What follows belongs to an exercise in optimizing a design on an open flow for a short achievable clock period and few clock cycles; a production flow would make more cautious choices. At most, simulation tests tie the RTL to the original design; equivalence was not proved. Power figures rest on the tool's default switching activity, not on a simulated workload.

==> flow/design.v (excerpt) <==
module lc2k_core (
    input  wire        clk,
    input  wire        rst,           
    output wire [15:0] imem_addr,
    input  wire [31:0] imem_rdata,
    output wire [15:0] dmem_addr,
    input  wire [31:0] dmem_rdata,
    output wire        dmem_we,
    output wire [31:0] dmem_wdata,
    output wire        halted
);
Size in the first run: roughly 1500 flip-flops, about 0.082 mm^2 of cells after synthesis.
Settings: LEC_CHECK=0, ABC_CLOCK_PERIOD_IN_PS=2500, CAP_MARGIN=20, CORE_MARGIN=2, CORE_UTILIZATION=40, PLACE_DENSITY=0.6, SETUP_SLACK_MARGIN=3.5, SLEW_MARGIN=20, TNS_END_PERCENT=100; clock period 6.0 ns.
run.sh (not shown) runs the stock make flow with config.mk's settings and CLKGATE_MAP_FILE= SYNTH_SCRIPT=/design/flow/synth_recipe.tcl, a recipe that flattens the netlist after the stock synthesis.
Testbench counts at the start, summed over its fixed seeds: cycles 41,330.
Next try:
- CORE_UTILIZATION: 40 -> 55
- PLACE_DENSITY: 0.6 -> 0.7
Outcome: The new run finished but failed the layout checks on capacitance limit. Final cell count drops by a few percent. Critical path depth falls by 6. Routed wire length rises by a few percent. Worst hold slack stays flat. Global-route usage goes up by 12 points. Synthesized area does not change. Register-to-register slack got worse by 0.06 ns. Sequential share of layout area goes up by 0.12 points. Setup slack degrades by 0.27 ns. Total power goes up by a few percent.

---

Another version of the RTL of lc2k_core (not shown whole).
For scale: roughly 7700 cells after synthesis, roughly 1500 flip-flops, ~130 I/O pins, about 84000 um2 of cells after synthesis.
Settings: LEC_CHECK=0, ABC_CLOCK_PERIOD_IN_PS=2500, CAP_MARGIN=20, CORE_MARGIN=2, CORE_UTILIZATION=35, PLACE_DENSITY=0.55, SETUP_SLACK_MARGIN=3.5, SLEW_MARGIN=20, TNS_END_PERCENT=100; clock period 6.0 ns.
The starting point passed the timing, DRC and antenna checks.
Testbench counts at the start, summed over its fixed seeds: cycles 41,101.
Rerun with:
CORE_UTILIZATION = 40   (was 35)
PLACE_DENSITY = 0.6   (was 0.55)
After rerunning: Core utilization went up by 7.0 points; cell area went up slightly; routed wire length went down slightly; global-route usage came out higher by 3.1 points.

---

lc2k_core, a different RTL version from the one above (not shown whole).
Size: about 7800 cells after synthesis, roughly 130 I/O pins.
==> flow/config.mk <==
export PLATFORM = sky130hd
export DESIGN_NAME = lc2k_core
export DESIGN_NICKNAME = lc2k_core
export VERILOG_FILES = /design/flow/design.v
export SDC_FILE = /design/flow/constraint.sdc
export NUM_CORES = 4
export LEC_CHECK = 0
export ABC_CLOCK_PERIOD_IN_PS = 2500
export CAP_MARGIN = 20
export CORE_MARGIN = 2
export CORE_UTILIZATION = 30
export PLACE_DENSITY = 0.5
export SETUP_SLACK_MARGIN = 3.5
export SLEW_MARGIN = 20
export TNS_END_PERCENT = 100
==> flow/constraint.sdc <==
create_clock -name core_clock -period 6.0 [get_ports {clk}]
set_input_delay 1.2000 -clock core_clock [delete_from_list [all_inputs] [get_ports {clk}]]
set_output_delay 1.2000 -clock core_clock [all_outputs]
set_load 0.01 [all_outputs]
Testbench counts at the start, summed over its fixed seeds: cycles 40,820.
Rerun with:
--- a/flow/config.mk
+++ b/flow/config.mk
@@ -11,2 +11,2 @@
-export CORE_UTILIZATION = 30
-export PLACE_DENSITY = 0.5
+export CORE_UTILIZATION = 40
+export PLACE_DENSITY = 0.6
Clock power falls by a few percent.
Die area came out lower by a quarter to a third.
Global-route usage came out higher by 6.2 points.
Synthesized cell count is unchanged.
Final area is lower by a few percent.

---

lc2k_core, a different RTL version from the one above (not shown whole).
Size: about 3000 cells after synthesis, about 810 flip-flops, about 130 I/O pins, ~40000 sq um of cells after synthesis.
Settings: LEC_CHECK=0, CAP_MARGIN=20, CORE_MARGIN=2, CORE_UTILIZATION=40, PLACE_DENSITY=0.6, SLEW_MARGIN=20; clock period 6.0 ns.
Next try:
--- a/flow/config.mk
+++ b/flow/config.mk
@@ -7,2 +7,3 @@
 export LEC_CHECK = 0
+export ABC_CLOCK_PERIOD_IN_PS = 2500
 export CAP_MARGIN = 20
@@ -11,2 +12,4 @@
 export PLACE_DENSITY = 0.6
+export SETUP_SLACK_MARGIN = 3.5
 export SLEW_MARGIN = 20
+export TNS_END_PERCENT = 100
What happened: Global-route usage increases by 2.0 points. Total power grows by a little under a tenth. Via count goes up by a little under a tenth. Maximum frequency is higher by a quarter to a third.
No functional check of the RTL was part of any run of this note.

---

lc2k_core, a different RTL version from the one above (not shown whole).
Size in the first run: ~7,800 cells after synthesis, about 1,600 flip-flops, ~130 I/O pins.
==> flow/design.v (excerpt) <==
module lc2k_core (
    input  wire        clk,
    input  wire        rst,           
    output wire [15:0] imem_addr,
    input  wire [31:0] imem_rdata,
    output wire [15:0] dmem_addr,
    input  wire [31:0] dmem_rdata,
    output wire        dmem_we,
    output wire [31:0] dmem_wdata,
    output wire        halted
);
make LEC_CHECK=0 ABC_CLOCK_PERIOD_IN_PS=2500 CAP_MARGIN=20 CORE_MARGIN=2 CORE_UTILIZATION=30 PLACE_DENSITY=0.5 SETUP_SLACK_MARGIN=3.5 SLEW_MARGIN=20 TNS_END_PERCENT=100 finish   # period 6.0 ns
The baseline completed with no timing, DRC or antenna violations.
Testbench counts at the start, summed over its fixed seeds: cycles 40,820.
Edit:
Settings changed: CORE_UTILIZATION 30 to 40, PLACE_DENSITY 0.5 to 0.6.
Result: Maximum frequency goes down by 0.56%. Die area goes down by 25%. Area after synthesis stays the same. Sequential power hardly moves. Register-to-register slack loses 0.02 ns. Clock power barely changes. Core utilization goes up by 13 points. Total power goes up by 0.67%. Wire length goes down by 5.3%. Setup slack loses 0.018 ns. Combinational power is about the same.

afterwards: timing with drivers on the ports:
In the flow no input, the clock included, has a driving cell. The finished layouts below were timed again as built, in two steps. Step 1 sets driving cells, clkbuf_16 on the clock port and buf_2 on the other inputs (assumed; they add their load-dependent delay and slew). Step 2 also shifts input and output timing later by t, the mid clock arrival at the registers, as if the neighbouring blocks saw the same clock. Three values: no drivers, after step 1, after step 2; two values: the first two.
run | t (ns) | setup WS [ns] | hold WS [ns] | worst setup path at the end | cell pins on the clock port's net
the first run of note 1 | 0.899 | 2.795 / 2.795 / 2.033 | 0.340 / 0.340 / 0.340 | input to register | 1
the second run of note 1 | 0.929 | 2.529 / 2.570 / 1.641 | 0.340 / 0.340 / 0.340 | input to register | 1
the first run of note 2 | 0.907 | 2.763 / 2.763 / 1.969 | 0.330 / 0.330 / 0.330 | input to register | 1
the second run of note 2 | 0.924 | 2.867 / 2.867 / 2.170 | 0.340 / 0.340 / 0.340 | input to register | 1
the first run of note 3 | 0.965 | 2.822 / 2.822 / 1.965 | 0.315 / 0.315 / 0.315 | input to register | 1
the second run of note 3 | 0.915 | 2.602 / 2.602 / 1.931 | 0.341 / 0.341 / 0.341 | input to register | 1
the first run of note 4 | 0.721 | 1.170 / 1.170 / 1.148 | 0.466 / 0.466 / 0.466 | input to register | 1
the second run of note 4 | 0.737 | 2.356 / 2.356 / 1.733 | 0.457 / 0.457 / 0.457 | input to register | 1
the first run of note 5 | 0.944 | 2.779 / 2.779 / 1.960 | 0.332 / 0.332 / 0.332 | input to register | 1
the second run of note 5 | 0.924 | 2.760 / 2.760 / 1.959 | 0.340 / 0.340 / 0.340 | input to register | 1
For the second run of note 1, which loses most, drivers alone change the setup slack by +0.041 ns; drivers and shift together by -0.888 ns.
